Source: an optimization exercise on an open RTL-to-GDS flow (aim: small area, a short achievable clock period and few clock cycles). Production flows keep margins and buffers that such runs may drop.
In this exercise RTL edits were held to simulation tests only and were not proved equivalent to the original.
Power figures rest on the tool's default switching activity, not on a simulated workload.

===== flow/design.v =====
module pcb_fadd (
    input  wire        clk,
    input  wire        sa,
    input  wire [11:0] ea,
    input  wire [55:0] ma,
    input  wire        sb,
    input  wire [11:0] eb,
    input  wire [55:0] mb,
    output reg  [63:0] y         
);
    wire        swap = ({eb, mb} > {ea, ma});
    wire [11:0] d    = swap ? (eb - ea) : (ea - eb);
    wire [55:0] mz   = swap ? ma : mb;
    wire [5:0]  dsh  = (d > 12'd63) ? 6'd63 : d[5:0];
    wire [55:0] Zs   = mz >> dsh;
    wire        zl   = |(mz & ~({56{1'b1}} << dsh));
    reg         r0_sx, r0_sz, r0_zs;
    reg  [11:0] r_e;
    reg  [55:0] r0_mx, r0_z;
    always @(posedge clk) begin
        r0_sx <= swap ? sb : sa;
        r0_sz <= swap ? sa : sb;
        r_e   <= swap ? eb : ea;
        r0_mx <= swap ? mb : ma;
        r0_z  <= {Zs[55:1], Zs[0] | zl};
        r0_zs <= sa & sb;
    end
    wire [56:0] r_s  = (r0_sx ^ r0_sz) ? ({1'b0, r0_mx} - {1'b0, r0_z}) : ({1'b0, r0_mx} + {1'b0, r0_z});
    wire        r_sx = r0_sx;
    wire        r_zs = r0_zs;
    reg [5:0] lz;
    integer i;
    always @* begin
        lz = 6'd0;
        for (i = 0; i <= 56; i = i + 1)
            if (r_s[i]) lz = 6'd56 - i[5:0];
    end
    wire [5:0]  shn = ({6'd0, lz} > r_e) ? r_e[5:0] : lz;
    wire [56:0] Sn  = r_s << shn;
    wire [12:0] ey  = {1'b0, r_e} + 13'd1 - {7'd0, shn};
    wire [10:0] fe  = Sn[56] ? ey[10:0] : 11'd0;
    wire        over = Sn[56] && (ey >= 13'd2047);
    wire        up  = Sn[3] & ((|Sn[2:0]) | Sn[4]);
    wire [62:0] mag = {fe, Sn[55:4]} + {62'd0, up};
    always @* begin
        if (r_s == 57'd0)
            y = {r_zs, 63'd0};
        else if (over)
            y = {r_sx, 11'h7FF, 52'd0};
        else
            y = {r_sx, mag};
    end
endmodule
module pcb_funpack (
    input  wire [63:0] x,
    input  wire [1:0]  k,        
    input  wire        neg,
    output wire        s,
    output reg  [11:0] e,
    output reg  [55:0] m
);
    wire [10:0] xe = x[62:52];
    wire [11:0] ee = (xe == 11'd0) ? 12'd1 : {1'b0, xe};
    wire [55:0] mm = {xe != 11'd0, x[51:0], 3'b000};
    wire [2:0]  kd = (k == 2'd1) ? 3'd2 : 3'd3;
    assign s = x[63] ^ neg;
    always @* begin
        e = ee;
        m = mm;
        case (k)
            2'd3: e = ee + 12'd2;
            2'd1, 2'd2: begin
                if (ee > {9'd0, kd}) e = ee - {9'd0, kd};
                else begin
                    e = 12'd1;
                    m = mm >> (kd + 3'd1 - ee[2:0]);
                end
            end
            default: ;
        endcase
    end
endmodule
module pcb_top (
    input  wire        clk,
    input  wire        rst,
    input  wire        req,
    input  wire        we,
    input  wire [15:0] addr,
    input  wire [31:0] wdata,
    output wire        ack,
    output wire [31:0] rdata
);
    localparam [63:0]  INIT_TIMEOUT_RESET = 64'h3FF0000000000000;
    localparam integer F_CORRUPT = 0, F_SHORT = 1, F_EMPTY = 2, F_SEQ_MATCH = 3,
                       F_FRAME_OK = 4, F_ACCEPT = 5, F_ACK_MATCH = 6, F_ADVANCED = 7,
                       F_RTT_UPDATED = 8;
    localparam integer E_CMD = 0, E_LEN = 1, E_ADDR = 2, E_RTT = 3;
    reg         eng;             
    reg  [31:0] cmd_last;
    reg  [8:0]  flags;
    reg  [3:0]  errs;
    reg  [5:0]  txplen;          
    reg  [6:0]  rxflen;          
    reg  [7:0]  ackin0, ackin1;
    reg  [1:0]  acklen;
    reg  [7:0]  ackbyte;
    reg         ackv;
    reg         tx_seq, rx_exp, retx;
    reg  [7:0]  rxseq;
    reg  [15:0] rxcsum;
    reg         seqv, hdrv;
    reg  [15:0] csum;
    reg  [63:0] sample, est, dev, tmo, inittmo;
    reg  [31:0] txm [0:15];
    reg  [31:0] rxm [0:15];
    reg  [4:0]  tx_h, rx_h;
    reg  [15:0] tx_a, rx_a;
    reg  [31:0] tx_l, rx_l;
    reg  [3:0]  cs_j;            
    reg         cs_rx;
    reg         rtt_busy;
    reg  [4:0]  rtt_step;
    reg  [2:0]  wb_dst;          
    reg         wb_abs;
    reg  [63:0] p1r;             
    wire        aligned = (addr[1:0] == 2'b00);
    wire        lowpg   = (addr[15:7] == 9'd0);
    wire        is_reg  = aligned && lowpg && (!addr[6] || (addr[5:4] == 2'b00));    
    wire        is_txw  = aligned && (addr[15:12] == 4'h1) && (addr[11:6] == 6'd0);
    wire        is_rxw  = aligned && (addr[15:12] == 4'h2) && (addr[11:6] == 6'd0);
    wire        mapped  = is_reg || is_txw || is_rxw;
    wire [4:0]  ra      = addr[6:2];
    wire [3:0]  wk      = addr[5:2];
    wire [31:0] w = wdata;
    wire        c_nop      = (w == 32'h00000000);
    wire        c_enc      = (w == 32'h00001000);
    wire        c_enci     = (w[31:1] == 31'h00000801);
    wire        c_verify   = (w == 32'h00001100);
    wire        c_ackenc   = (w == 32'h00001200);
    wire        c_ackenci  = (w[31:1] == 31'h00000901);
    wire        c_ackchk   = (w == 32'h00001300);
    wire        c_ackchki  = (w[31:1] == 31'h00000981);
    wire        c_txflip   = (w == 32'h00002000);
    wire        c_rxflip   = (w == 32'h00002100);
    wire        c_seqrst   = (w == 32'h00002200);
    wire        c_rttrst   = (w == 32'h00003000);
    wire        c_rttupd   = (w == 32'h00003100);
    wire        c_retxmark = (w == 32'h00003200);
    wire        c_txcommit = (w == 32'h00004000);
    wire        c_rxcommit = (w == 32'h00004100);
    wire        c_legal = c_nop | c_enc | c_enci | c_verify | c_ackenc | c_ackenci |
                          c_ackchk | c_ackchki | c_txflip | c_rxflip | c_seqrst |
                          c_rttrst | c_rttupd | c_retxmark | c_txcommit | c_rxcommit;
    wire        c_cs_tx = c_enc | c_enci;
    wire        c_cs_rx = c_verify | c_rxcommit;
    wire        sample_valid  = (sample[62:52] != 11'h7FF) && !(sample[63] && (sample[62:0] != 63'd0));
    wire        ack_match_tx  = (acklen == 2'd1) && (ackin0 == {7'd0, tx_seq});
    wire        ack_match_imm = (acklen == 2'd1) && (ackin0 == {7'd0, w[0]});
    wire [3:0]  bidx    = eng ? cs_j  : wk;
    wire        bsel_rx = eng ? cs_rx : addr[13];
    reg  [31:0] bufword;
    integer bk;
    always @* begin
        bufword = 32'd0;
        for (bk = 0; bk < 16; bk = bk + 1) begin
            bufword = bufword | ({32{!bsel_rx && (bidx == bk[3:0])}} & txm[bk])
                              | ({32{ bsel_rx && (bidx == bk[3:0])}} & rxm[bk]);
        end
    end
    wire [6:0]  txend   = {1'b0, txplen} + 7'd2;      
    wire [6:0]  rxend   = rxflen - 7'd1;               
    wire [3:0]  tx_lw   = txend[5:2];
    wire [3:0]  rx_lw   = rxend[5:2];
    wire        tx_zero = (txplen == 6'd0);
    wire        rx_zero = (rxflen == 7'd0);
    wire        tx_fast = tx_zero || ((tx_h != 5'd0) && ({1'b0, tx_lw} == tx_h - 5'd1));
    wire        rx_fast = rx_zero || ((rx_h != 5'd0) && ({1'b0, rx_lw} == rx_h - 5'd1));
    function [15:0] oc_sum(input [15:0] a, input [31:0] wd, input [3:0] m);
        reg [17:0] r; reg [16:0] r1;
        begin
            r  = {2'd0, a} +
                 {2'd0, m[1] ? wd[15:8]  : 8'd0, m[0] ? wd[7:0]   : 8'd0} +
                 {2'd0, m[3] ? wd[31:24] : 8'd0, m[2] ? wd[23:16] : 8'd0};
            r1 = {1'b0, r[15:0]} + {15'd0, r[17:16]};
            oc_sum = r1[15:0] + {15'd0, r1[16]};
        end
    endfunction
    function [3:0] bmask(input [3:0] j, input [3:0] lw, input [1:0] q, input hdr);
        integer b;
        begin
            for (b = 0; b < 4; b = b + 1)
                bmask[b] = ((j != lw) || (b[1:0] <= q)) && !(hdr && (j == 4'd0) && (b < 3));
        end
    endfunction
    wire [15:0] tx_s0  = oc_sum(tx_zero ? 16'd0 : tx_a, tx_l,
                                tx_zero ? 4'd0 : bmask(tx_lw, tx_lw, txend[1:0], 1'b1));
    wire [15:0] rx_s0  = oc_sum(rx_zero ? 16'd0 : rx_a, rx_l,
                                rx_zero ? 4'd0 : bmask(rx_lw, rx_lw, rxend[1:0], 1'b0));
    wire [15:0] tx_s1  = (tx_s0 == 16'hFFFF) ? 16'h0001 : tx_s0 + 16'd1;
    wire        sb     = c_enci ? w[0] : tx_seq;
    wire [15:0] tx_c   = ~(sb ? tx_s1 : tx_s0);
    wire [15:0] rx_c   = ~rx_s0;
    wire        eng_done = cs_rx ? rx_fast : tx_fast;
    wire        eng_step = eng && !eng_done;
    wire        tr_tx_we = tx_wr || (eng_step && !cs_rx);
    wire        tr_rx_we = rx_wr || (eng_step && cs_rx);
    wire [3:0]  tr_k     = eng ? cs_j : wk;
    wire [31:0] tr_d     = eng ? bufword : wdata;
    wire [7:0]  F0 = rxm[0][7:0], F1 = rxm[0][15:8], F2 = rxm[0][23:16];
    wire        rx_short   = (rxflen < 7'd3);
    wire        rx_seqv    = !rx_zero;
    wire        rx_hdrv    = !rx_short;
    wire        rx_corrupt = (rx_c != 16'h0000);
    wire        rx_seqm    = rx_seqv && (F0 == {7'd0, rx_exp});
    wire        rx_ok      = rx_hdrv && !rx_corrupt;
    wire        rx_accept  = rx_ok && rx_seqm;
    wire        rtt_reg  = lowpg && ((ra == 5'd0) || ra[4] || (ra[3] && (ra[2] || ra[1])));   
    wire        go       = !eng && req && !(rtt_busy && rtt_reg);
    wire        host_wr  = go && we;
    wire        cmd_wr   = host_wr && aligned && (addr == 16'h0000);
    wire        cs_go    = cmd_wr && ((c_cs_tx && !tx_fast) || (c_cs_rx && !rx_fast));
    wire        tx_fin   = (cmd_wr && c_cs_tx && tx_fast) || (eng && !cs_rx && tx_fast);
    wire        rx_fin   = (cmd_wr && c_cs_rx && rx_fast) || (eng && cs_rx && rx_fast);
    wire        rtt_go   = cmd_wr && sample_valid &&
                           (c_rttupd || (c_txcommit && ack_match_tx && !retx));
    assign ack = req && ((go && !cs_go) || (eng && eng_done));
    reg [31:0] reg_rd;
    always @* begin
        case (ra)
            5'd0:  reg_rd = cmd_last;
            5'd1:  reg_rd = {12'd0, errs, 7'd0, flags};
            5'd2:  reg_rd = {9'd0, {1'b0, txplen} + 7'd3, 10'd0, txplen};
            5'd3:  reg_rd = {9'd0, rx_short ? 7'd0 : rxflen - 7'd3, 9'd0, rxflen};
            5'd4:  reg_rd = {14'd0, acklen, ackin1, ackin0};
            5'd5:  reg_rd = {23'd0, ackv, ackbyte};
            5'd6:  reg_rd = {29'd0, retx, rx_exp, tx_seq};
            5'd7:  reg_rd = {6'd0, hdrv, seqv, rxcsum, rxseq};
            5'd8:  reg_rd = {16'd0, csum};
            5'd9:  reg_rd = 32'd61;
            5'd10: reg_rd = sample[31:0];
            5'd11: reg_rd = sample[63:32];
            5'd12: reg_rd = est[31:0];
            5'd13: reg_rd = est[63:32];
            5'd14: reg_rd = dev[31:0];
            5'd15: reg_rd = dev[63:32];
            5'd16: reg_rd = tmo[31:0];
            5'd17: reg_rd = tmo[63:32];
            5'd18: reg_rd = inittmo[31:0];
            5'd19: reg_rd = inittmo[63:32];
            default: reg_rd = 32'd0;
        endcase
    end
    assign rdata = (is_txw || is_rxw) ? bufword : (is_reg ? reg_rd : 32'd0);
    wire        s_tiny = (sample[62:52] <= 11'd3);
    wire        a_tiny = (tmo[62:52] <= 11'd2);
    reg         op_za;
    reg  [2:0]  op_dst;
    reg         op_abs;
    reg  [4:0]  nxt_step;
    always @* begin
        op_za = 1'b0; op_dst = 3'd0; op_abs = 1'b0;
        nxt_step = rtt_step + 5'd1;
        if (!rtt_busy) begin
            op_dst = rtt_go ? 3'd1 : 3'd0;
            op_za  = s_tiny;                                      
        end else begin
            case (rtt_step)
            5'd1: begin                                           
                op_dst = 3'd2;
                if (s_tiny) nxt_step = 5'd16;
            end
            5'd16: op_dst = 3'd1;                                 
            5'd17: nxt_step = 5'd2;
            5'd2: begin                                           
                op_dst = 3'd3; op_abs = 1'b1;
            end
            5'd3: op_dst = 3'd4;                                  
            5'd4: begin
                if (a_tiny) begin                                 
                    op_za = 1'b1; op_dst = 3'd3;
                    nxt_step = 5'd20;
                end else begin                                    
                    op_dst = 3'd2;
                end
            end
            5'd21: begin                                          
                op_dst = 3'd2;
                nxt_step = 5'd5;
            end
            5'd6: op_dst = 3'd3;                                  
            default: ;
            endcase
        end
    end
    wire        ua_s, ub_s;
    wire [11:0] ua_e, ub_e;
    wire [55:0] ua_m, ub_m;
    wire [63:0] ad_y;
    function [10:0] opsel(input [4:0] st);
        begin
            case (st)
            5'd1:    opsel = {4'b0010, 4'b0010, 2'd1, 1'b1};    
            5'd16:   opsel = {4'b0001, 4'b0100, 2'd0, 1'b0};    
            5'd2:    opsel = {4'b0100, 4'b0100, 2'd0, 1'b1};    
            5'd3:    opsel = {4'b1000, 4'b0100, 2'd2, 1'b1};    
            5'd4:    opsel = {4'b0010, 4'b1000, 2'd1, 1'b0};    
            5'd21:   opsel = {4'b0010, 4'b1000, 2'd0, 1'b0};    
            5'd6:    opsel = {4'b1000, 4'b0010, 2'd3, 1'b0};    
            default: opsel = {4'b0001, 4'b0001, 2'd2, 1'b0};    
            endcase
        end
    endfunction
    reg  [3:0]  asel, bsel;
    reg  [1:0]  sel_kb;
    reg         sel_nb;
    wire [4:0]  st_next = rtt_busy ? ((rtt_step == 5'd7) ? 5'd0 : nxt_step) : (rtt_go ? 5'd1 : 5'd0);
    always @(posedge clk) begin
        if (rst) {asel, bsel, sel_kb, sel_nb} <= opsel(5'd0);
        else     {asel, bsel, sel_kb, sel_nb} <= opsel(st_next);
    end
    wire [63:0] sel_xa = ({64{asel[0]}} & p1r) | ({64{asel[1]}} & dev) |
                         ({64{asel[2]}} & sample) | ({64{asel[3]}} & est);
    wire [63:0] sel_xb = ({64{bsel[0]}} & sample) | ({64{bsel[1]}} & dev) |
                         ({64{bsel[2]}} & est) | ({64{bsel[3]}} & tmo);
    pcb_funpack u_ua (.x(sel_xa), .k(2'd0), .neg(1'b0), .s(ua_s), .e(ua_e), .m(ua_m));
    pcb_funpack u_ub (.x(sel_xb), .k(sel_kb), .neg(sel_nb), .s(ub_s), .e(ub_e), .m(ub_m));
    pcb_fadd    u_add (.clk(clk),
                       .sa(op_za ? 1'b1 : ua_s), .ea(op_za ? 12'd1 : ua_e), .ma(op_za ? 56'd0 : ua_m),
                       .sb(ub_s), .eb(ub_e), .mb(ub_m),
                       .y(ad_y));
    wire [63:0] wb_y = {ad_y[63] & !wb_abs, ad_y[62:0]};
    wire tx_wr = host_wr && is_txw;
    wire rx_wr = host_wr && is_rxw;
    always @(posedge clk) begin
        if (tx_wr) txm[wk] <= wdata;
        if (tx_fin && !rst) txm[0][23:0] <= {tx_c[7:0], tx_c[15:8], 7'd0, sb};
        if (rx_wr) rxm[wk] <= wdata;
    end
    always @(posedge clk) begin
        if (rst) begin
            eng      <= 1'b0;
            cmd_last <= 32'd0;
            flags    <= 9'd0;
            errs     <= 4'd0;
            txplen   <= 6'd0;
            rxflen   <= 7'd0;
            ackin0   <= 8'd0;
            ackin1   <= 8'd0;
            acklen   <= 2'd0;
            ackbyte  <= 8'd0;
            ackv     <= 1'b0;
            tx_seq   <= 1'b0;
            rx_exp   <= 1'b0;
            retx     <= 1'b0;
            rxseq    <= 8'd0;
            rxcsum   <= 16'd0;
            seqv     <= 1'b0;
            hdrv     <= 1'b0;
            csum     <= 16'd0;
            sample   <= 64'd0;
            est      <= 64'd0;
            dev      <= 64'd0;
            tmo      <= INIT_TIMEOUT_RESET;
            inittmo  <= INIT_TIMEOUT_RESET;
            tx_h     <= 5'd0;
            rx_h     <= 5'd0;
            rtt_busy <= 1'b0;
            rtt_step <= 5'd0;
            p1r      <= 64'd0;
            wb_dst   <= 3'd0;
            wb_abs   <= 1'b0;
        end else begin
            if (tr_tx_we) begin
                if (tr_k == 4'd0) begin
                    tx_h <= 5'd1; tx_a <= 16'd0; tx_l <= tr_d;
                end else if ({1'b0, tr_k} == tx_h) begin
                    tx_h <= tx_h + 5'd1;
                    tx_a <= oc_sum(tx_a, tx_l, (tx_h == 5'd1) ? 4'b1000 : 4'b1111);
                    tx_l <= tr_d;
                end else if ({1'b0, tr_k} + 5'd1 == tx_h) begin
                    tx_l <= tr_d;
                end else if ({1'b0, tr_k} < tx_h) begin
                    tx_h <= 5'd0;
                end
            end
            if (tr_rx_we) begin
                if (tr_k == 4'd0) begin
                    rx_h <= 5'd1; rx_a <= 16'd0; rx_l <= tr_d;
                end else if ({1'b0, tr_k} == rx_h) begin
                    rx_h <= rx_h + 5'd1;
                    rx_a <= oc_sum(rx_a, rx_l, 4'b1111);
                    rx_l <= tr_d;
                end else if ({1'b0, tr_k} + 5'd1 == rx_h) begin
                    rx_l <= tr_d;
                end else if ({1'b0, tr_k} < rx_h) begin
                    rx_h <= 5'd0;
                end
            end
            if (tx_fin) csum <= tx_c;
            if (rx_fin) begin
                csum <= rx_c;
                flags[F_CORRUPT]   <= rx_corrupt;
                flags[F_SHORT]     <= rx_short;
                flags[F_EMPTY]     <= rx_zero;
                flags[F_SEQ_MATCH] <= rx_seqm;
                flags[F_FRAME_OK]  <= rx_ok;
                flags[F_ACCEPT]    <= rx_accept;
                seqv   <= rx_seqv;
                hdrv   <= rx_hdrv;
                rxseq  <= rx_seqv ? F0 : 8'h00;
                rxcsum <= rx_hdrv ? {F1, F2} : 16'h0000;
                if (c_rxcommit) begin
                    if (!rx_seqv) begin
                        ackbyte <= 8'h00;
                        ackv    <= 1'b0;
                    end else if (!rx_ok) begin
                        ackbyte <= {7'd0, ~rx_exp};
                        ackv    <= 1'b1;
                    end else begin
                        ackbyte <= F0;
                        ackv    <= 1'b1;
                    end
                    if (rx_accept) rx_exp <= ~rx_exp;
                end
            end
            if (eng) begin
                if (eng_done) eng <= 1'b0;
                else cs_j <= cs_j + 4'd1;
            end else if (cs_go) begin
                eng    <= 1'b1;
                cs_j   <= 4'd0;
                cs_rx  <= c_cs_rx;
            end
            wb_dst <= op_dst;
            wb_abs <= op_abs;
            case (wb_dst)
                3'd1: est <= wb_y;
                3'd2: dev <= wb_y;
                3'd3: tmo <= wb_y;
                3'd4: p1r <= wb_y;
                default: ;
            endcase
            if (rtt_busy) begin
                rtt_step <= nxt_step;
                if (rtt_step == 5'd7) rtt_busy <= 1'b0;
            end else if (rtt_go) begin
                rtt_busy <= 1'b1;
                rtt_step <= 5'd1;
            end
            if (go) begin
                if (!mapped) begin
                    errs[E_ADDR] <= 1'b1;
                end else if (we && is_reg) begin
                    case (ra)
                    5'd0: begin
                        cmd_last <= wdata;
                        if (!c_legal) errs[E_CMD] <= 1'b1;
                        if (c_ackenc) begin
                            ackbyte <= rxseq;
                            ackv    <= seqv;
                        end
                        if (c_ackenci) begin
                            ackbyte <= {7'd0, w[0]};
                            ackv    <= 1'b1;
                        end
                        if (c_ackchk)  flags[F_ACK_MATCH] <= ack_match_tx;
                        if (c_ackchki) flags[F_ACK_MATCH] <= ack_match_imm;
                        if (c_txflip)  tx_seq <= ~tx_seq;
                        if (c_rxflip)  rx_exp <= ~rx_exp;
                        if (c_seqrst) begin
                            tx_seq <= 1'b0;
                            rx_exp <= 1'b0;
                        end
                        if (c_rttrst) begin
                            est  <= 64'd0;
                            dev  <= 64'd0;
                            p1r  <= 64'd0;
                            tmo  <= inittmo;
                            retx <= 1'b0;
                        end
                        if (c_retxmark) retx <= 1'b1;
                        if (c_rttupd) begin
                            flags[F_RTT_UPDATED] <= sample_valid;
                            if (!sample_valid) errs[E_RTT] <= 1'b1;
                        end
                        if (c_txcommit) begin
                            flags[F_ACK_MATCH] <= ack_match_tx;
                            if (ack_match_tx) begin
                                tx_seq            <= ~tx_seq;
                                retx              <= 1'b0;
                                flags[F_ADVANCED] <= 1'b1;
                                flags[F_RTT_UPDATED] <= !retx && sample_valid;
                                if (!retx && !sample_valid) errs[E_RTT] <= 1'b1;
                            end else begin
                                retx                 <= 1'b1;
                                flags[F_ADVANCED]    <= 1'b0;
                                flags[F_RTT_UPDATED] <= 1'b0;
                            end
                        end
                    end
                    5'd1: errs <= errs & ~wdata[19:16];
                    5'd2: if (wdata[15:0] > 16'd61) errs[E_LEN] <= 1'b1;
                          else txplen <= wdata[5:0];
                    5'd3: if (wdata[15:0] > 16'd64) errs[E_LEN] <= 1'b1;
                          else rxflen <= wdata[6:0];
                    5'd4: if (wdata[17:16] == 2'd3) errs[E_LEN] <= 1'b1;
                          else begin
                              ackin0 <= wdata[7:0];
                              ackin1 <= wdata[15:8];
                              acklen <= wdata[17:16];
                          end
                    5'd6: begin
                        tx_seq <= wdata[0];
                        rx_exp <= wdata[1];
                        retx   <= wdata[2];
                    end
                    5'd10: sample[31:0]   <= wdata;
                    5'd11: sample[63:32]  <= wdata;
                    5'd18: inittmo[31:0]  <= wdata;
                    5'd19: inittmo[63:32] <= wdata;
                    default: ;
                    endcase
                end
            end
        end
    end
endmodule

===== flow/run.sh =====
#!/bin/bash
# synth_recipe.tcl (not shown) runs the flow's synth.tcl, then flattens the netlist and writes it again
# the make line also repeats each setting of config.mk as NAME=value (left out here)
make -C /OpenROAD-flow-scripts/flow DESIGN_CONFIG=/design/flow/config.mk WORK_HOME=/design/flow/orfs CLKGATE_MAP_FILE= SYNTH_SCRIPT=/design/flow/synth_recipe.tcl finish

===== flow/config.mk =====
export PLATFORM = sky130hd
export DESIGN_NAME = pcb_top
export DESIGN_NICKNAME = pcb_top
export VERILOG_FILES = /design/flow/design.v
export SDC_FILE = /design/flow/constraint.sdc
export NUM_CORES = 4
export LEC_CHECK = 0
export CAP_MARGIN = 20
export CORE_MARGIN = 2
export CORE_UTILIZATION = 45
export PLACE_DENSITY = 0.6
export SLEW_MARGIN = 20

===== flow/constraint.sdc =====
create_clock -name core_clock -period 25.0 [get_ports {clk}]
set_input_delay 5.0000 -clock core_clock [delete_from_list [all_inputs] [get_ports {clk}]]
set_output_delay 5.0000 -clock core_clock [all_outputs]
set_load 0.01 [all_outputs]

==> impl_metrics.yaml, run 1 <==
global_routing:
  grt_usage_pct: 45.0
  grt_overflow_total: 0
  grt_pass1_vias: 92000
  antenna_found_initial: 38
  grt_first_pass_wirelength_um: 746000
  grt_max_degree: 100
finish:
  drive_above_1_share_pct: 10.1
  fillCellCount: 21100
  syn_to_final_growth_pct: 12.0
  register_area_um2: 47300
  fin_cells: 14100
  nNetsFinal: 11200
  design_area_um2: 116000
  multi_input_area_um2: 53500
clocking:
  cts_hold_repair.buffers: 0
  clockBufferDepth: 3
  clk_pin_slew_ns: 0.06
  cts_setup_buffers: 0
  cts_htree_levels: 4
  cts_buffers: 193
  cts_tree: "yes"
  cts_resized: 0
  cts_sinks: 1798
  cts_root_buffer: "clkbuf_16"
  worstSkewPairLatency_ns: 0.98
critical_path:
  crit_cells: 14
  reg2regPathDepth: 41
  slowest_stage: "nand3_1"
  worstPathMaxFanout: 32
  reg2reg_from: "u_add.r0_z[2]"
  crit_start: "addr[2]"
  r2r-end: "est[57]"
  crit_type: "input port to primary output"
  cp.required_ns: 20.00
  regToRegSetupSlack_ns: 9.48
  cp-end-kind: "primary output"
  arrival_ns: 10.79
  critPathMaxStageDelay_ns: 0.99
  critPathBufInv: 4
  startpoint_type: "input port"
  crit_path_end: "rdata[31]"
  crit_family: "buffers and inverters"
  crit_chain: "clkdlybuf4s50_1 -> mux2i_1 -> inv_1 -> ha_1 -> nand2_1 -> nor2_4 -> buf_4 -> a22o_1 -> a221oi_1 -> nand3_1 -> nor3_1 -> nand3_1 -> a22o_1 -> clkdlybuf4s50_1"
synth:
  syn-num-nets: 11300
  ys_ff_latch: 1798
  synth_common_cells: "nand2_1, edfxtp_1, nor2_1, a21oi_1, dfxtp_1"
  synth.area.top_cells: "edfxtp_1, dfxtp_1, nand2_1"
  synth_edf_count: 1125
  synth_top_cell_by_area: "edfxtp_1"
  netlist_area_um2: 104000
  synth.avg_cell_area_um2: 9.47
  yosysTopAreaCellShare_pct: 32.6
  netlist_instances: 10900
  yosysWarnings: 3
  synth.distinct_cells: 120
  yosysMostFrequentCell: "nand2_1"
  ys_async_sr_fraction_pct: 0
  synth-main-ff-cell: "edfxtp_1"
  ys_seq_area_share_pct: 45.6
route:
  first_pass_iters: 9
  vias_per_cell: 7.03
  vias: 99000
  wl_um: 542000
  detail-route-antenna-nets: 0
  route.detailed.drc: 0
  avgRoutedWirePerCell_um: 38.5
  drt_iter0_markers: 15200
power_and_ir_drop:
  vdd_ir_drop_max_v: 0.000338
  powerDensity_nw_per_um2: 118
  power_w: 0.0137
  p_leak_nw: 41.6
timing:
  grt_setup_unrepaired: "no"
  tns_ns: 0
  slew_viol_final: 0
  period_share_pct: 63.2
  setup_slack_ns: 9.21
  finalSetupViolations: 0
  maxSlewHeadroom_pct: 12.0
  fmax_mhz: 63.3
  finClkSkew_ns: 0.120
  final_period_minus_worst_setup_slack_ns: 15.79
  worst_pin_slew_ns: 1.32
  finalHoldViolCount: 0
place:
  dp.cells: 13700
  place.gp.congestion: 1.04
  hpwl_um: 380000
  io_buffers: 84
  place_area_um2: 109000
  place_ws_ns: 9.57
die:
  die_x_um: 484
  die_area_um2: 234000
  rows: 176
  core_area_um2: 229000
  die_h_um: 484
  ios: 85
  initial_core_util_pct: 45.2
min_path:
  hp-class: "flop to flop"
  hold_depth: 2
job:
  cap_violations: 0
run_status:
  outcome: "finished clean"
## worst reg2reg max path: cells and delay by family, from the launching register on
family          cells  cell delay (ns)
xor+xnor            2             0.65
simple gates       16             6.22
flops               1             0.35
buf+inv             5             1.50
compound gates     15             5.32
fa+ha+maj           2             0.62
mux                 1             0.75
## per-stage QoR
| stage | hold WS (ns) | util (%) |
|---|---|---|
| 2_1_floorplan | 0.426 | - |
| 3_3_place_gp | 0.439 | 47.5 |
| 3_5_place_dp | 0.445 | 47.5 |
| 4_1_cts | 0.454 | 50.5 |
| 5_1_grt | 0.470 | 50.6 |
| 6_report | 0.455 | 50.6 |
## final cells by class
type | instances | share of cell area [%]
well taps | 3026 | 3.26
clock inverters | 140 | 1.51
clock buffers | 221 | 4.34
flip-flops and latches | 1798 | 40.7
diodes | 35 | 0.0754
repair buffers | 460 | 3.19
multi-input cells | 8128 | 46.1
inverters | 265 | 0.857
## power by group
| part | leakage [nW] | switching [W] | internal (W) | total, W |
|---|---|---|---|---|
| clock | 3.28 | 0.00135 | 0.00172 | 0.00307 |
| sequential | 15.5 | 0.00000149 | 0.00315 | 0.00315 |
| combinational | 22.8 | 0.00571 | 0.00177 | 0.00748 |
## cells by family (layout without fill, tap and decap cells)
family | Yosys count | after routing | share of synthesized area (%)
xor gates and xnor gates | 376 | 376 | 3.18
other | 0 | 35 | 0
buffers and inverters | 1020 | 1086 | 3.86
AOI/OAI and AO/OA | 3416 | 3416 | 22.9
DFF | 1798 | 1798 | 45.6
and+or+nand+nor | 3693 | 3693 | 16.4
muxes | 293 | 293 | 3.34
adders and majority gates | 350 | 350 | 4.77
## how the worst min path moves through the flow
stage                       from  slack [ns]           end
finish              cmd_last[28]        0.45  cmd_last[28]
global route             p1r[11]        0.47       p1r[11]
CTS                 cmd_last[17]        0.45  cmd_last[17]
detailed placement  cmd_last[17]        0.45  cmd_last[17]
global placement    cmd_last[17]        0.44  cmd_last[17]
floorplan                p1r[53]        0.43       p1r[53]
## state kept, by name (all words and copies together) (netlist names), 12 cells and up
name	cells
rxm	512
txm	512
dev	64
est	64
inittmo	64
p1r	64
sample	64
tmo	64
u_add.r0_mx	56
u_add.r0_z	56
cmd_last	32
rx_l	32
tx_l	32
csum	16
rx_a	16
rxcsum	16
tx_a	16
u_add.r_e	12
## layout by cell type, fill, tap and decap left out, types with 76 or more instances in the layout
cell / instances
clkdlybuf4s50_1: 82
mux2i_1: 177
nor4_1: 92
inv_1: 254
xnor2_1: 223
buf_4: 371
mux2_2: 82
o21ai_0: 380
a21oi_1: 880
ha_1: 271
nor2_1: 819
dfxtp_1: 664
nand2_1: 1381
a221oi_1: 224
nor3_1: 234
xor2_1: 125
and2_1: 81
and3_1: 94
nand3_1: 397
a22o_1: 291
fa_1: 76
clkbuf_16: 193
o211ai_1: 78
edfxtp_1: 1125
nand4_1: 147
a21o_1: 106
a22oi_1: 598
a211oi_1: 128
## routing by layer
layer  global-route usage [%]  vias to the layer above  routed length [um]
li1                         -                    41300                   -
met1                     52.7                    48400              187000
met2                     68.1                     7270              236000
met3                     11.5                     1947               59000
met4                     40.3                       26               60100
met5                        0                        -                 167
Testbench counts, summed over its fixed seeds: cycles 20,090.
==> run 2, diff against run 1 <==
==> flow/flow/run.sh (new file) <==
#!/bin/bash
set -euo pipefail
MARGIN=11.5
EXTRA="SETUP_SLACK_MARGIN=$MARGIN 'BUFFER_PORTS_ARGS=-buffer_cell sky130_fd_sc_hd__buf_4'"
sed 's/ "\${@:-finish}"/ '"$EXTRA"' "${@:-finish}"/' standard.sh > standard_tuned.sh
grep -q "SETUP_SLACK_MARGIN=$MARGIN 'BUFFER_PORTS_ARGS=-buffer_cell sky130_fd_sc_hd__buf_4'" standard_tuned.sh
bash standard.sh synth > flow_synth.log 2>&1
bash standard_tuned.sh finish > flow_layout.log 2>&1
test -s out/final.def
==> flow/standard.sh (new file) <==
#!/bin/bash
# synth_recipe.tcl (not shown) runs the flow's synth.tcl, then flattens the netlist and writes it again
# the make line also repeats each setting of config.mk as NAME=value (left out here)
make -C /OpenROAD-flow-scripts/flow DESIGN_CONFIG=/design/flow/config.mk WORK_HOME=/design/flow/orfs CLKGATE_MAP_FILE= SYNTH_SCRIPT=/design/flow/synth_recipe.tcl "${@:-finish}"
removed: flow/run.sh
==> run 2 against run 1 <==
Net effect:
- first-iteration DRC count grew 6.7%
- sequential power hardly changed
- sequential cell count unchanged
- die area did not move
- combinational power is 5.1% higher
- global-route usage down 0.52 points
- register-to-register slack gained 2.3 ns
- non-clock buffer count is 27 higher
- clock power down 4%
- count of clock-buffer cells in the layout rose by 22
==> impl_metrics.yaml, run 2 <==
synth:
  synth-main-ff-cell: "edfxtp_1"
  ys_async_sr_fraction_pct: 0
  netlist_area_um2: 104000
  synth.distinct_cells: 120
  yosysMostFrequentCell: "nand2_1"
  synth_top_cell_by_area: "edfxtp_1"
  ys_seq_area_share_pct: 45.6
  synth.avg_cell_area_um2: 9.47
  synth_edf_count: 1125
  yosysWarnings: 3
  synth.area.top_cells: "edfxtp_1, dfxtp_1, nand2_1"
  synth_common_cells: "nand2_1, edfxtp_1, nor2_1, a21oi_1, dfxtp_1"
  yosysTopAreaCellShare_pct: 32.6
  ys_ff_latch: 1798
  netlist_instances: 10900
  syn-num-nets: 11300
clocking:
  clockBufferDepth: 3
  clk_pin_slew_ns: 0.06
  cts_buffers: 192
  cts_sinks: 1798
  cts_root_buffer: "clkbuf_16"
  cts_hold_repair.buffers: 0
  cts_htree_levels: 4
  cts_tree: "yes"
  worstSkewPairLatency_ns: 0.93
route:
  route.detailed.drc: 0
  wl_um: 538000
  first_pass_iters: 10
  vias_per_cell: 7.11
  detail-route-antenna-nets: 0
  drt_iter0_markers: 16300
  vias: 100000
  avgRoutedWirePerCell_um: 38.2
power_and_ir_drop:
  p_leak_nw: 42.1
  vdd_ir_drop_max_v: 0.000271
  powerDensity_nw_per_um2: 119
place:
  dp.cells: 13600
  io_buffers: 84
  hpwl_um: 375000
  place.gp.congestion: 1.12
die:
  initial_core_util_pct: 45.2
  die_x_um: 484
  rows: 176
  core_area_um2: 229000
  die_h_um: 484
  die_area_um2: 234000
  ios: 85
critical_path:
  reg2regPathDepth: 40
  reg2reg_from: "u_add.r0_z[7]"
  arrival_ns: 8.73
  regToRegSetupSlack_ns: 11.74
  cp-end-kind: "primary output"
  startpoint_type: "input port"
  worstPathMaxFanout: 12
  cp.required_ns: 20.00
  crit_type: "input port to primary output"
  r2r-end: "dev[61]"
timing:
  tns_ns: 0
  maxSlewHeadroom_pct: 12.0
  fmax_mhz: 72.8
  finalSetupViolations: 0
  finClkSkew_ns: 0.155
  slew_viol_final: 0
  worst_pin_slew_ns: 1.32
  final_period_minus_worst_setup_slack_ns: 13.74
  finalHoldViolCount: 0
  period_share_pct: 54.9
  grt_setup_unrepaired: "yes"
global_routing:
  antenna_found_initial: 47
  grt_pass1_vias: 92600
  grt_max_degree: 115
  grt_first_pass_wirelength_um: 741000
  grt_overflow_total: 0
  grt_usage_pct: 44.4
min_path:
  holdPathEnd: "cmd_last[2]"
  hold_depth: 2
  hp-class: "flop to flop"
  hp-start: "cmd_last[2]"
finish:
  drive_above_1_share_pct: 12.1
  fillCellCount: 21000
  nNetsFinal: 11300
  final_cell_mix: "nand2_1, edfxtp_1, a21oi_1"
  largestRegisters: "rxm x512, txm x512"
  syn_to_final_growth_pct: 13.1
  final_common_cell: "nand2_1"
  register_area_um2: 47300
  fin_cells: 14100
  utilization_pct: 51.1
  multi_input_area_um2: 54600
run_status:
  outcome: "finished clean"
job:
  cap_violations: 0
-- run 2: timing repair --
item	in CTS	in global routing
setup endpoints to repair	285	284
setup buffers	23	39
pin swaps	16	25
gates resized for setup	152	138
cloned	2	3
-- run 2: per-stage QoR --
step           worst slack (ns)  instance area, um2  hold WS, ns  power, W
2_1_floorplan             12.40              104000        0.426   0.00686
3_3_place_gp               9.19              108000        0.440    0.0100
3_5_place_dp               9.12              109000        0.445   0.00997
4_1_cts                   11.48              116000        0.454    0.0130
5_1_grt                   11.45              117000        0.472    0.0140
6_report                  11.27              117000        0.455    0.0139
-- run 2: cells by family (layout without fill, tap and decap cells) --
logic type      count (synthesis)  after routing  synth area share (%)
mux                           293            293                  3.34
fa+ha+maj                     350            350                  4.77
buf+inv                      1020           1102                  3.86
xor+xnor                      376            376                  3.18
flops                        1798           1798                  45.6
compound gates               3416           3417                  22.9
simple gates                 3693           3695                  16.4
other cells                     0             46                     0
-- run 2: final cells by class --
cell class | instances | area share [%]
flip-flops and latches | 1798 | 40.3
clock buffers | 243 | 4.43
multi-input cells | 8131 | 46.6
well taps | 3026 | 3.23
diodes | 46 | 0.0982
clock inverters | 107 | 1.07
inverters | 265 | 0.855
repair buffers | 487 | 3.39
-- run 2: worst max path at each step --
stage                             start   endpoint  slack [ns]  depth (start not counted)
after global routing            addr[3]   rdata[5]       11.45                         16
final                           addr[3]  rdata[17]       11.27                         10
after global placement    u_add.r0_z[2]    tmo[62]        9.19                         45
after detailed placement  u_add.r0_z[2]    tmo[41]        9.12                         54
after CTS                       addr[3]   rdata[8]       11.48                         14
after floorplan                addr[11]  rdata[18]       12.40                          6
-- run 2: worst max-delay path: stages --
cell      delay, ns
buf_4          0.21
inv_1          0.24
nand2_1        0.54
nor2_1         1.18
a222oi_1       0.49
o21ai_0        0.25
nor2_1         0.07
nand2_1        0.07
a22o_1         0.41
buf_4          0.22
-- run 2: report_power, final --
group / internal (W) / switching [W] / total (W)
clock network: 0.00164 / 0.00130 / 0.00294
registers: 0.00315 / 0.00000162 / 0.00315
logic: 0.00201 / 0.00584 / 0.00786
total: 0.00679 / 0.00715 / 0.0139
-- run 2: per-layer routing --
metal | routed length [um] | share of wire, % | vias to the layer above | global-route usage, %
met5 | 224 | 0.042 | - | 0
met4 | 58500 | 11 | 32 | 38.4
met3 | 61600 | 11 | 2158 | 12.0
met2 | 235000 | 44 | 7915 | 67.9
met1 | 183000 | 34 | 48800 | 51.7
li1 | - | - | 41400 | -
==> run 3, diff against run 2 <==
--- a/flow/design.v
+++ b/flow/design.v
@@ -158,15 +158,7 @@
     wire        ack_match_imm = (acklen == 2'd1) && (ackin0 == {7'd0, w[0]});
     wire [3:0]  bidx    = eng ? cs_j  : wk;
     wire        bsel_rx = eng ? cs_rx : addr[13];
-    reg  [31:0] bufword;
-    integer bk;
-    always @* begin
-        bufword = 32'd0;
-        for (bk = 0; bk < 16; bk = bk + 1) begin
-            bufword = bufword | ({32{!bsel_rx && (bidx == bk[3:0])}} & txm[bk])
-                              | ({32{ bsel_rx && (bidx == bk[3:0])}} & rxm[bk]);
-        end
-    end
+    wire [31:0] bufword = bsel_rx ? rxm[bidx] : txm[bidx];
     wire [6:0]  txend   = {1'b0, txplen} + 7'd2;      
     wire [6:0]  rxend   = rxflen - 7'd1;               
     wire [3:0]  tx_lw   = txend[5:2];
==> run 3 against run 2 <==
Net effect:
- hold slack hardly changed
- die area increased by 3.2%
- combinational power down 28%
- clock power rose by 3%
- area after synthesis rose by 3.3%
- count of clock-buffer cells in the layout up 25
- clock skew decreased by 0.078 ns
- synthesized cell count grew 10%
- global-route usage fell by 1.9 points
- utilization is 0.60 points lower
- design area rose by 2.2%
- highest routed layer unchanged
==> impl_metrics.yaml, run 3 <==
run_status:
  outcome: "finished clean"
clocking:
  cts_root_buffer: "clkbuf_16"
  clk_pin_slew_ns: 0.06
  clockBufferDepth: 3
  cts_buffers: 194
  worstSkewPairLatency_ns: 0.91
  cts_htree_levels: 4
  cts_tree: "yes"
  cts_sinks: 1798
critical_path:
  arrival_ns: 8.66
  reg2regPathDepth: 42
  r2r-end: "dev[61]"
  reg2reg_from: "u_add.r0_z[0]"
  cp.required_ns: 20.00
  cp-end-kind: "primary output"
  regToRegSetupSlack_ns: 12.01
  startpoint_type: "input port"
  crit_type: "input port to primary output"
  worstPathMaxFanout: 79
finish:
  final_cell_mix: "nand2_1, a21oi_1, edfxtp_1"
  register_area_um2: 47300
  fin_cells: 15200
  fillCellCount: 22000
  drive_above_1_share_pct: 10.3
  final_common_cell: "nand2_1"
  design_area_um2: 120000
  syn_to_final_growth_pct: 11.9
  multi_input_area_um2: 57200
  nNetsFinal: 12200
  largestRegisters: "rxm x512, txm x512"
synth:
  ys_ff_latch: 1798
  ys_seq_area_share_pct: 44.1
  syn-num-nets: 12400
  synth.avg_cell_area_um2: 8.89
  yosysMostFrequentCell: "nand2_1"
  ys_async_sr_fraction_pct: 0
  synth_common_cells: "nand2_1, a21oi_1, edfxtp_1, nor2_1, dfxtp_1"
  yosysTopAreaCellShare_pct: 31.6
  yosysWarnings: 3
  synth_top_cell_by_area: "edfxtp_1"
  synth-main-ff-cell: "edfxtp_1"
  synth_edf_count: 1125
  netlist_area_um2: 107000
  synth.area.top_cells: "edfxtp_1, dfxtp_1, nand2_1"
  synth.distinct_cells: 132
  netlist_instances: 12000
global_routing:
  grt_usage_pct: 42.6
  grt_first_pass_wirelength_um: 738000
  grt_max_degree: 221
  grt_overflow_total: 0
  antenna_found_initial: 37
  grt_pass1_vias: 94400
timing:
  worst_pin_slew_ns: 1.34
  finClkSkew_ns: 0.0770
  final_period_minus_worst_setup_slack_ns: 13.66
  tns_ns: 0
  finalHoldViolCount: 0
  maxSlewHeadroom_pct: 10.9
  finalSetupViolations: 0
  period_share_pct: 54.6
  slew_viol_final: 0
  fmax_mhz: 73.2
  grt_setup_unrepaired: "yes"
die:
  core_area_um2: 237000
  die_h_um: 492
  rows: 179
  die_x_um: 492
  initial_core_util_pct: 45.1
  die_area_um2: 242000
  ios: 85
min_path:
  hp-start: "p1r[12]"
  holdPathEnd: "p1r[12]"
  hold_depth: 2
  hp-class: "flop to flop"
route:
  first_pass_iters: 9
  drt_iter0_markers: 14800
  vias: 102000
  detail-route-antenna-nets: 0
  avgRoutedWirePerCell_um: 35.3
  vias_per_cell: 6.75
  wl_um: 536000
  route.detailed.drc: 0
place:
  place.gp.congestion: 1.09
  place_area_um2: 111000
  io_buffers: 84
  dp.cells: 14800
  hpwl_um: 372000
power_and_ir_drop:
  power_w: 0.0119
  p_leak_nw: 43.5
  powerDensity_nw_per_um2: 99.0
  vdd_ir_drop_max_v: 0.000155
job:
  cap_violations: 0
## run 3: changes by cell type in the layout (fill, tap and decap cells not counted), moves of 41 or more
cell      delta
a21oi_1    +254
a22oi_1    -170
nand3_1    +164
o22ai_1     +41
a221oi_1   -154
nor2_1      -62
nand2_1   +1010
a22o_1     -219
nand4_1     -57
buf_4       -69
nor2_4      -43
mux2i_1    +107
## run 3: stage by stage
stage	util (%)	setup WS [ns]	hold WS (ns)
finish	50.5	11.34	0.455
global route	50.5	11.38	0.469
CTS	50.2	11.51	0.456
detailed placement	47.0	9.59	0.448
global placement	46.9	9.27	0.441
floorplan	-	12.44	0.432
## run 3: how the worst max path moves through the flow
stage          slack [ns]        end  cells after the start           from
2_1_floorplan       12.44    tmo[49]                     62  u_add.r0_z[9]
3_3_place_gp         9.27  rdata[11]                     13        addr[3]
3_5_place_dp         9.59  rdata[11]                     13        addr[3]
4_1_cts             11.51     tmo[5]                     57  u_add.r0_z[9]
5_1_grt             11.38   rdata[8]                     14        addr[2]
6_report            11.34  rdata[13]                     13        addr[2]
## run 3: where the power goes
| part | total, W | switching (W) | internal [W] |
|---|---|---|---|
| Sequential | 0.00315 | 0.000000443 | 0.00315 |
| Clock | 0.00304 | 0.00130 | 0.00174 |
| Combinational | 0.00566 | 0.00419 | 0.00148 |
## run 3: cell families (layout without fill, tap and decap cells)
kind of cell             count (synthesis)  after routing  share of synthesized area [%]
flip-flops                            1798           1798                           44.1
adder cells (fa/ha/maj)                348            348                           4.60
AND/OR/NAND/NOR                       4800           4804                           20.1
other                                    0             21                              0
buffers and inverters                 1105           1043                           4.06
AO/OA/AOI/OAI                         3203           3203                           19.5
multiplexers                           411            411                           4.51
XOR/XNOR                               377            377                           3.09
## run 3: repair_timing
item | 4_1_cts | 5_1_grt
gates resized for setup | 155 | 78
buffers inserted | 6 | 16
setup endpoints to repair | 285 | 273
gates cloned | 6 | 5
pin swaps | 6 | 13
endpoints found under the hold margin | 0 | 0
hold buffers | 0 | 0
## run 3: layer usage
| layer | routed length [um] | track usage (%) |
|---|---|---|
| met1 | 189000 | 50.6 |
| met2 | 236000 | 65.8 |
| met3 | 57000 | 10.3 |
| met4 | 54000 | 34.2 |
| met5 | 157 | 0.0794 |
## run 3: area by class of cell
cell class,count,area share [%]
clock inverters,92,1.12
clock buffers,268,4.44
flip-flops and latches,1798,39.5
diodes,21,0.0439
well taps,3167,3.31
repair buffers,416,2.94
multi-input cells,9143,47.8
repair inverters,3,0.0261
inverters,264,0.868
## run 3: worst max-delay path, cell delays in order
cell	delay (ns)
buf_4	0.16
mux2i_4	0.19
clkbuf_16	0.32
clkinv_16	0.20
buf_16	0.22
mux2i_1	0.26
o221ai_1	0.26
a21oi_1	0.10
nor4_1	0.43
a31oi_1	0.19
buf_4	0.30
o22ai_2	0.47
buf_4	0.22
Testbench counts of run 3, summed over its fixed seeds: cycles 20,090.

## static timing again, ports no longer ideal
Ports are ideal in the flow. The routed layouts listed here were re-timed in OpenROAD. Step 1, drivers: a clkbuf_16 drives clk and a buf_2 each remaining input, both assumed. Step 2 adds t to the input delays and takes it off the output delays; t is the mean of the earliest and latest rising clock arrival at the registers after step 1. Input paths then give back, and output paths get back, about the clock's delay inside the block. Three values: ideal, step 1, step 2; two values: the first two.
run | t, ns | setup slack, ns | latest minus earliest clock arrival (ns)
run 1 | 0.998 | 9.211 / 9.048 / 9.048 | 0.129 / 0.129
run 2 | 0.951 | 11.265 / 11.232 / 11.232 | 0.158 / 0.158
run 3 | 0.973 | 11.343 / 11.323 / 11.323 | 0.079 / 0.078
After both steps every run listed still meets setup and hold. The setup slack of run 1, which loses most, moves by -0.163 ns with the drivers and by -0.163 ns with both steps.
